Background: an optimization exercise with open tools, aiming at small area and a short achievable clock period. Do not read the settings as production practice.
Only simulation tests tie the RTL to the original design; equivalence was not proved.

<file path="design/flow/run.sh">
#!/bin/bash
# synth_recipe.tcl (not shown) runs the flow's synth.tcl, then flattens the netlist and writes it again
# the make line also repeats each setting of config.mk as NAME=value (left out here)
make -C /OpenROAD-flow-scripts/flow DESIGN_CONFIG=/design/flow/config.mk WORK_HOME=/design/flow/orfs CLKGATE_MAP_FILE= SYNTH_SCRIPT=/design/flow/synth_recipe.tcl finish
</file>
<file path="design/flow/config.mk">
export PLATFORM = sky130hd
export DESIGN_NAME = cpu_core
export DESIGN_NICKNAME = cpu_core
export VERILOG_FILES = /design/flow/design.v
export SDC_FILE = /design/flow/constraint.sdc
export NUM_CORES = 4
export LEC_CHECK = 0
export CAP_MARGIN = 20
export CORE_MARGIN = 2
export CORE_UTILIZATION = 40
export SLEW_MARGIN = 20
</file>
<file path="design/flow/constraint.sdc">
create_clock -name core_clock -period 13.0 [get_ports {clk}]
set_input_delay 2.6000 -clock core_clock [delete_from_list [all_inputs] [get_ports {clk}]]
set_output_delay 2.6000 -clock core_clock [all_outputs]
set_load 0.01 [all_outputs]
</file>
<file path="design/flow/design.v">
module cpu_alu (
    input  wire [1:0] op,
    input  wire [3:0] a,
    input  wire [3:0] b,
    output reg  [7:0] res,
    output reg        z,
    output reg        c
);
    wire [4:0]        sum  = {1'b0, a} + {1'b0, b};
    wire [3:0]        diff = a - b;
    wire signed [7:0] sa   = {{4{a[3]}}, a};
    wire signed [7:0] sb   = {{4{b[3]}}, b};
    wire signed [7:0] prod = sa * sb;
    wire signed [7:0] quot = (b == 4'd0) ? 8'sd0 : sa / sb;
    always @* begin
        case (op)
            2'd0: begin res = {4'd0, sum[3:0]}; z = (sum[3:0] == 4'd0); c = sum[4];  end
            2'd1: begin res = {4'd0, diff};     z = (diff == 4'd0);     c = (a >= b); end
            2'd2: begin res = prod;             z = 1'b0;               c = 1'b0;     end
            default: begin res = {4'd0, quot[3:0]}; z = 1'b0;           c = 1'b0;     end
        endcase
    end
endmodule
module cpu_core #(
    parameter MAX_CYCLES = 1000,
    parameter CW         = 10           
) (
    input  wire          clk,
    input  wire          rst,           
    input  wire          cfg_fwd_en,    
    input  wire          cfg_cache_en,  
    output wire [7:0]    if_addr,
    input  wire [15:0]   if_rdata,
    output wire [7:0]    d_addr,
    input  wire [7:0]    d_rdata,
    output wire [7:0]    d_wdata,
    output wire          d_we,
    input  wire [3:0]    dbg_sel,
    output wire [7:0]    dbg_x,
    output reg  [8:0]    pc,
    output reg           halted,
    output wire          terminated,
    output reg  [1:0]    fault,         
    output reg           flag_z,
    output reg           flag_c,
    output reg  [7:0]    mar,
    output reg  [7:0]    mdr,
    output reg           stalled,
    output reg           flushed,
    output reg           fwd_active,
    output reg  [3:0]    fwd_reg,
    output reg  [7:0]    fwd_value,
    output reg           r0_write_ignored,
    output reg  [CW-1:0] cnt_cycles,
    output reg  [CW-1:0] cnt_instructions,
    output reg  [CW-1:0] cnt_hazard_stalls,
    output reg  [CW-1:0] cnt_cache_stall_cycles,
    output reg  [CW-1:0] cnt_flushes,
    output reg  [CW-1:0] cnt_forwards,
    output reg  [CW-1:0] cnt_cache_hits,
    output reg  [CW-1:0] cnt_cache_misses
);
    localparam OP_NOP = 4'd0, OP_LOAD = 4'd1, OP_STORE = 4'd2, OP_ADD = 4'd3,
               OP_SUB = 4'd4, OP_MUL  = 4'd5, OP_DIV   = 4'd6, OP_JMP = 4'd7,
               OP_HALT = 4'd8;
    localparam MISS_STALL = 3'd4;
    integer i;
    reg fwd_en, cache_en;
    reg [7:0] x [1:15];
    reg       pr_valid;
    reg       pr_executed;
    reg [3:0] pr_opcode;
    reg [3:0] pr_operand;    
    reg [7:0] pr_imm;
    reg       pr_produces;
    reg       pr_ready;
    reg [7:0] pr_result;
    reg       line_valid [0:7];
    reg [4:0] line_tag   [0:7];
    reg [7:0] line_data  [0:7];
    reg [2:0] cache_stall_remaining;
    assign terminated = halted & ~pr_valid;
    wire active   = (fault == 2'd0) & ~terminated;
    wire at_cap   = (cnt_cycles >= MAX_CYCLES);
    wire do_cycle = active & ~at_cap;
    wire gate     = (cache_stall_remaining != 3'd0);
    wire exec     = do_cycle & ~gate & pr_valid & ~pr_executed;
    wire is_load  = (pr_opcode == OP_LOAD);
    wire is_store = (pr_opcode == OP_STORE);
    wire is_alu   = (pr_opcode == OP_ADD) | (pr_opcode == OP_SUB) |
                    (pr_opcode == OP_MUL) | (pr_opcode == OP_DIV);
    wire is_addsub = (pr_opcode == OP_ADD) | (pr_opcode == OP_SUB);
    wire is_jmp   = (pr_opcode == OP_JMP);
    wire is_halt  = (pr_opcode == OP_HALT);
    wire [3:0] src2 = pr_operand + 4'd1;
    wire [7:0] xr   = (pr_operand == 4'd0) ? 8'd0 : x[pr_operand];
    wire [7:0] xs   = (src2 == 4'd0)       ? 8'd0 : x[src2];
    wire [1:0] alu_op = pr_opcode[1:0] + 2'd1;    
    wire [7:0] alu_res;
    wire       alu_z, alu_c;
    cpu_alu u_alu (
        .op  (alu_op),
        .a   (xr[3:0]),
        .b   (xs[3:0]),
        .res (alu_res),
        .z   (alu_z),
        .c   (alu_c)
    );
    wire [2:0] c_index = pr_imm[2:0];
    wire [4:0] c_tag   = pr_imm[7:3];
    wire       c_hit   = line_valid[c_index] & (line_tag[c_index] == c_tag);
    wire       mem_op  = is_load | is_store;
    wire       c_miss  = exec & cache_en & mem_op & ~c_hit;
    wire [7:0] load_data = (cache_en & c_hit) ? line_data[c_index] : d_rdata;
    assign d_addr  = pr_imm;
    assign d_wdata = xr;
    assign d_we    = exec & is_store;
    wire       res_ready_now = exec ? (is_load | is_alu) : (pr_produces & pr_ready);
    wire [7:0] res_now       = exec ? (is_load ? load_data : alu_res) : pr_result;
    wire [8:0] pc_cur      = (exec & is_jmp) ? {1'b0, pr_imm} : pc;
    wire       halted_next = halted | (exec & is_halt);
    wire       reach_fetch = do_cycle & ~gate & ~c_miss & ~halted_next;
    wire       oob         = reach_fetch & pc_cur[8];
    assign if_addr = pc_cur[7:0];
    wire [15:0] word = {if_rdata[15:8],
                        (d_we & (d_addr == if_addr)) ? d_wdata : if_rdata[7:0]};
    wire [3:0]  nxt_opcode  = word[15:12];
    wire [3:0]  nxt_operand = word[11:8];
    wire        nxt_is_alu  = (nxt_opcode == OP_ADD) | (nxt_opcode == OP_SUB) |
                              (nxt_opcode == OP_MUL) | (nxt_opcode == OP_DIV);
    wire need_match = (nxt_operand == pr_operand) |
                      (nxt_is_alu & ((nxt_operand + 4'd1) == pr_operand));
    wire hazard     = reach_fetch & ~oob & pr_valid & is_load & need_match;
    wire forward    = hazard & fwd_en & res_ready_now;
    wire bubble     = hazard & ~forward;
    wire advance    = reach_fetch & ~oob & ~bubble;
    assign dbg_x = (dbg_sel == 4'd0) ? 8'd0 : x[dbg_sel];
    always @(posedge clk) begin
        if (rst) begin
            fwd_en   <= cfg_fwd_en;
            cache_en <= cfg_cache_en;
            for (i = 1; i < 16; i = i + 1)
                x[i] <= 8'd0;
            for (i = 0; i < 8; i = i + 1) begin
                line_valid[i] <= 1'b0;
                line_tag[i]   <= 5'd0;
                line_data[i]  <= 8'd0;
            end
            cache_stall_remaining <= 3'd0;
            pc          <= 9'd0;
            halted      <= 1'b0;
            fault       <= 2'd0;
            flag_z      <= 1'b0;
            flag_c      <= 1'b0;
            mar         <= 8'd0;
            mdr         <= 8'd0;
            pr_valid    <= 1'b0;
            pr_executed <= 1'b0;
            pr_opcode   <= 4'd0;
            pr_operand  <= 4'd0;
            pr_imm      <= 8'd0;
            pr_produces <= 1'b0;
            pr_ready    <= 1'b0;
            pr_result   <= 8'd0;
            stalled          <= 1'b0;
            flushed          <= 1'b0;
            fwd_active       <= 1'b0;
            fwd_reg          <= 4'd0;
            fwd_value        <= 8'd0;
            r0_write_ignored <= 1'b0;
            cnt_cycles             <= {CW{1'b0}};
            cnt_instructions       <= {CW{1'b0}};
            cnt_hazard_stalls      <= {CW{1'b0}};
            cnt_cache_stall_cycles <= {CW{1'b0}};
            cnt_flushes            <= {CW{1'b0}};
            cnt_forwards           <= {CW{1'b0}};
            cnt_cache_hits         <= {CW{1'b0}};
            cnt_cache_misses       <= {CW{1'b0}};
        end else begin
            stalled          <= 1'b0;
            flushed          <= 1'b0;
            fwd_active       <= 1'b0;
            fwd_reg          <= 4'd0;
            fwd_value        <= 8'd0;
            r0_write_ignored <= 1'b0;
            if (active & at_cap) begin
                fault <= 2'd2;                         
            end else if (do_cycle) begin
                cnt_cycles <= cnt_cycles + 1'b1;
                if (gate) begin
                    cache_stall_remaining <= cache_stall_remaining - 3'd1;
                end else begin
                    if (exec) begin
                        cnt_instructions <= cnt_instructions + 1'b1;
                        pr_executed <= 1'b1;
                        pr_produces <= 1'b0;
                        pr_ready    <= 1'b0;
                        if (is_load) begin
                            mar         <= pr_imm;
                            mdr         <= load_data;
                            pr_produces <= 1'b1;
                            pr_ready    <= 1'b1;
                            pr_result   <= load_data;
                            if (pr_operand != 4'd0)
                                x[pr_operand] <= load_data;
                            else
                                r0_write_ignored <= 1'b1;
                        end
                        if (is_store) begin
                            mar <= pr_imm;
                            mdr <= xr;
                        end
                        if (is_alu) begin
                            pr_produces <= 1'b1;
                            pr_ready    <= 1'b1;
                            pr_result   <= alu_res;
                            if (pr_operand != 4'd0)
                                x[pr_operand] <= alu_res;
                            else
                                r0_write_ignored <= 1'b1;
                            if (is_addsub) begin
                                flag_z <= alu_z;
                                flag_c <= alu_c;
                            end
                        end
                        if (is_jmp) begin
                            pc          <= {1'b0, pr_imm};
                            flushed     <= 1'b1;
                            cnt_flushes <= cnt_flushes + 1'b1;
                            pr_valid    <= 1'b0;
                        end
                        if (is_halt)
                            halted <= 1'b1;
                        if (cache_en & mem_op) begin
                            if (c_hit) begin
                                cnt_cache_hits <= cnt_cache_hits + 1'b1;
                                if (is_store)
                                    line_data[c_index] <= xr;
                            end else begin
                                cnt_cache_misses       <= cnt_cache_misses + 1'b1;
                                cnt_cache_stall_cycles <= cnt_cache_stall_cycles + 3'd4;
                                line_valid[c_index]    <= 1'b1;
                                line_tag[c_index]      <= c_tag;
                                line_data[c_index]     <= is_load ? d_rdata : xr;
                            end
                        end
                    end
                    if (c_miss) begin
                        cache_stall_remaining <= MISS_STALL;
                    end else if (halted_next) begin
                        pr_valid    <= 1'b0;
                        pr_executed <= 1'b0;
                        pr_opcode   <= 4'd0;
                        pr_operand  <= 4'd0;
                        pr_imm      <= 8'd0;
                        pr_produces <= 1'b0;
                        pr_ready    <= 1'b0;
                        pr_result   <= 8'd0;
                    end else if (oob) begin
                        fault <= 2'd1;                 
                    end else begin
                        if (forward) begin
                            cnt_forwards <= cnt_forwards + 1'b1;
                            fwd_active   <= 1'b1;
                            fwd_reg      <= pr_operand;
                            fwd_value    <= res_now;
                        end
                        if (bubble) begin
                            cnt_hazard_stalls <= cnt_hazard_stalls + 1'b1;
                            stalled     <= 1'b1;
                            pr_valid    <= 1'b0;
                            pr_executed <= 1'b0;
                            pr_opcode   <= 4'd0;
                            pr_operand  <= 4'd0;
                            pr_imm      <= 8'd0;
                            pr_produces <= 1'b0;
                            pr_ready    <= 1'b0;
                            pr_result   <= 8'd0;
                        end
                        if (advance) begin
                            pr_valid    <= 1'b1;
                            pr_executed <= 1'b0;
                            pr_opcode   <= word[15:12];
                            pr_operand  <= word[11:8];
                            pr_imm      <= word[7:0];
                            pr_produces <= 1'b0;
                            pr_ready    <= 1'b0;
                            pr_result   <= 8'd0;
                            pc          <= pc_cur + 9'd1;
                        end
                    end
                end
            end
        end
    end
endmodule
</file>
==> results.txt <==
## metrics by stage
step                hold WS (ns)
floorplan                  0.421
global placement           0.428
detailed placement         0.440
CTS                        0.454
global route               0.473
finish                     0.451
## layout by cell type, fill, tap and decap left out, types with 12 or more instances in the layout
cell type / netlist / routed
sky130_fd_sc_hd__inv_1: 64 / 64
sky130_fd_sc_hd__nor2b_1: 19 / 19
sky130_fd_sc_hd__and3_1: 21 / 21
sky130_fd_sc_hd__nor3_1: 49 / 49
sky130_fd_sc_hd__dfxtp_1: 170 / 164
sky130_fd_sc_hd__or2_2: 14 / 14
sky130_fd_sc_hd__nor4_1: 13 / 12
sky130_fd_sc_hd__edfxtp_1: 234 / 234
sky130_fd_sc_hd__nand4_1: 36 / 36
sky130_fd_sc_hd__a21oi_1: 81 / 81
sky130_fd_sc_hd__buf_4: 3 / 39
sky130_fd_sc_hd__o21a_1: 13 / 13
sky130_fd_sc_hd__mux2i_1: 58 / 57
sky130_fd_sc_hd__and2_1: 53 / 53
sky130_fd_sc_hd__o21ai_0: 52 / 49
sky130_fd_sc_hd__xnor2_1: 54 / 54
sky130_fd_sc_hd__a21o_1: 29 / 29
sky130_fd_sc_hd__ha_1: 83 / 82
sky130_fd_sc_hd__clkdlybuf4s50_1: 0 / 187
sky130_fd_sc_hd__xor2_1: 51 / 51
sky130_fd_sc_hd__conb_1: 2 / 24
sky130_fd_sc_hd__nor2_1: 369 / 367
sky130_fd_sc_hd__nand3_1: 46 / 46
sky130_fd_sc_hd__clkbuf_16: 0 / 47
sky130_fd_sc_hd__mux4_2: 116 / 116
sky130_fd_sc_hd__nand2_1: 164 / 164
sky130_fd_sc_hd__mux2_2: 26 / 26
## repair_timing
action | in CTS | in global routing
cloned | 0 | 0
endpoints found under the hold margin | 0 | 0
gates resized for setup | 1 | 14
hold buffers | 0 | 0
pin swaps | 0 | 2
setup buffers | 0 | 7
setup endpoints to repair | 16 | 71
## routing by layer
layer	global-route usage [%]	wire length (um)
met1	30.2	27600
met2	38.6	32900
met3	4.17	5490
met4	7.69	2200
met5	0	28
## worst max-delay path: cells and delay by family (launching register included)
family                   cells  cell delay (ns)
AO/OA/AOI/OAI               21             3.73
XOR/XNOR                     1             0.51
adder cells (fa/ha/maj)      9             2.87
buffers and inverters        6             0.98
flip-flops                   1             0.38
multiplexers                 5             1.51
AND/OR/NAND/NOR             15             1.89
## final cells by class
cell class | count | area [sq um] | area share [%]
clock inverters | 29 | 325 | 1.20
clock buffers | 56 | 1240 | 4.59
well taps | 756 | 946 | 3.50
inverters | 65 | 244 | 0.903
flip-flops and latches | 404 | 10400 | 38.6
diodes | 4 | 10.0 | 0.0371
repair buffers | 230 | 2240 | 8.28
multi-input cells | 1539 | 11600 | 42.8
## cells by family after synthesis
logic type,Yosys count,synth area share (%)
AND/OR/NAND/NOR,848,17.6
flip-flops,404,46.2
AO/OA/AOI/OAI,265,7.53
multiplexers,202,15.6
buffers and inverters,187,3.26
XOR/XNOR,106,4.15
adder cells (fa/ha/maj),94,5.58
other,2,0.0333
## final timing paths
kind         cells past startpoint                    end                        from
max                             57  x[1][1]$_SDFFCE_PN0P_  pr_operand[0]$_SDFFE_PP0P_
min                              1  line_valid[5]$_DFF_P_       line_valid[5]$_DFF_P_
max reg2reg                     57  x[1][1]$_SDFFCE_PN0P_  pr_operand[0]$_SDFFE_PP0P_
min reg2reg                      1  line_valid[5]$_DFF_P_       line_valid[5]$_DFF_P_
==> impl.org <==
** Finish
- Nets@finish :: 2,412
- Once layout is complete, the cells apart from fillers number 3,083.
- The finished cells cover 27,000 sq um.
- Counting flops per register, the top entry is x.
- The register with the most flip-flops in the layout has 128 of them.
- From synthesis to final layout, the design area changed by 19.8%.
- Final Core Density :: 48.2%
- Number of fill cells :: 5,118
- In the final layout, the registers with the most flip-flops are x x128, line_data x64, line_tag x40.
- Fraction of final layout cells with drive strength greater than 1 :: 13.2%

** STA
- For the pin with the worst max-slew slack, the measured transition is 1.12 ns.
- Final count of negative-setup-slack endpoints :: 0
- Final worst path period need :: 12.15 ns
- Sum of negative setup slack :: 0 ns
- The count of final max-slew check failures came to 0.
- Final cycle utilization of the critical path :: 93.5%
- Skew final :: 0.0416 ns
- The final count of hold timing violations came to 0.
- In this run the tightest slew margin relative to its limit is 24.8%.
- Timing-limited maximum frequency :: 0.0823 GHz
- Setup repair after global routing left no endpoint under its margin.
- After layout, the worst setup slack is 0.848 ns.

** Detailed routing
- Routed via count :: 17.6k
- Once detail routing completed, the nets flagged for antenna violations numbered 0.
- For this run, design rule violations remaining after detail routing come to 0.
- In the routed layout, each cell is associated on average with a via count of 5.70.
- After detailed routing, the average wire length per cell comes to 22.1 um.
- Router iterations before antenna repair :: 6
- The detailed router finished its first iteration with 1,712 violations.
- Total wirelength of the detailed-routed design :: 68,200 um

** Floorplan
- From left edge to right edge, the die measures 241 um.
- Die height :: 241 um
- Floorplan die area :: 58,300 sq um
- The floorplan has 87 rows.
- Core Footprint :: 56,100 sq um
- I/O pin total :: 192
- Once the floorplan was initialized, standard cells occupied 40.2% of the core.

** Synthesis
- Summing every instance area after synthesis gives 22,600 sq um.
- Of all cell types, the one taking the most synthesized area is sky130_fd_sc_hd__edfxtp_1.
- During synthesis, Yosys emitted a total of 2 warnings.
- The share of the Yosys chip area taken by registers is 46.2%.
- Average cell area after synthesis :: 10.7 sq um
- FF+latch count, synth :: 404
- Post-synthesis cell count :: 2,108
- Distinct cell type count of the synthesized netlist :: 81
- Post-synth EDFFs :: 234
- The most used flip-flop cell after synthesis is sky130_fd_sc_hd__edfxtp_1.
- Yosys top cell area share :: 31.2%
- In the post-synthesis netlist, the cell with the most instances is sky130_fd_sc_hd__nor2_1.
- Synth cell count leaders :: sky130_fd_sc_hd__nor2_1, sky130_fd_sc_hd__edfxtp_1, sky130_fd_sc_hd__dfxtp_1, sky130_fd_sc_hd__nand2_1, sky130_fd_sc_hd__mux4_2
- For this run, asynchronously set or reset flops after synthesis account for 0%.
- Largest cells by area after synthesis :: sky130_fd_sc_hd__edfxtp_1, sky130_fd_sc_hd__dfxtp_1, sky130_fd_sc_hd__mux4_2

** Placement
- Pre-CTS setup slack :: -0.0282 ns
- The HPWL after detailed placement is 48,500 um.
- Final Wtd Congestion :: 0.912
- Dpl cells :: 2,986
- During placement, the flow inserted port buffers numbering 189.
- Summing all placed instances gives a cell area of 25,300 sq um.

** Clock network
- TritonCTS built the clock tree.
- Clock root buffer :: sky130_fd_sc_hd__clkbuf_16
- The clock tree synthesis step divided the H-tree into 2 levels.
- In this run the deepest clock path goes through 3 buffers.
- Clock-pin slew was measured on the worst setup and hold paths at 0.06 ns.
- Number of clock sinks :: 404
- For the worst-skew pair, the clock arrives at the later sink with an insertion delay of 0.59 ns.
- Counting the buffers created by CTS gives 46.

** Job
- The tool flagged a number of max-cap violations equal to 0.

** Global routing
- The initial antenna violation count was 6.
- Entering global routing, the biggest net connects 105 pins.
- The via count of the first global-routing pass was 17.1k.
- Global-route wire length before repair :: 102,000 um
- Sum of overflow across all layers after global routing :: 0
- Across every metal layer, demand over resource in global routing totals 23.1%.

** Min path
- The worst hold path belongs to the class flop to flop.

** Setup path
- Slowest library cell on the worst path :: sky130_fd_sc_hd__xnor2_4
- Setup slack on the worst flop-to-flop path :: 0.85 ns
- Most used cell, CP :: sky130_fd_sc_hd__ha_1
- Startpoint type of the worst setup path :: flop
- For the worst setup path, the data required time is 13.32 ns.
- Longest individual stage delay on the worst path :: 0.51 ns
- For the worst setup path, the data arrival time is 12.47 ns.
- The critical path is of the flop to flop type.
- STA classifies the critical path endpoint as a flop.
- CP Max Fanout :: 16

** Status
- The run finished with no timing, DRC or antenna violations.

## static timing again, ports no longer ideal
No port has a modelled driver above. Below, the same layout with a new extraction and two added sets of constraints. Step 1: set_driving_cell puts a clkbuf_16 on clk and a buf_2 on each other input, an assumption about the parent block. Step 2, shift: input delay + t, output delay - t, t = (earliest + latest rising clock arrival at the registers) / 2. This alone moves slack from input paths to output paths. Three values: ideal, step 1, step 2; two values: the first two.
shift t [ns]: 0.632
setup WS [ns]: 0.848 / 0.848 / 0.848
hold slack, ns: 0.451 / 0.451 / 0.451
cell pins on the clock port's net: 1
After both steps this run still meets setup and hold. For this run, drivers alone change the setup slack by 0.000 ns; drivers and shift together by 0.000 ns.
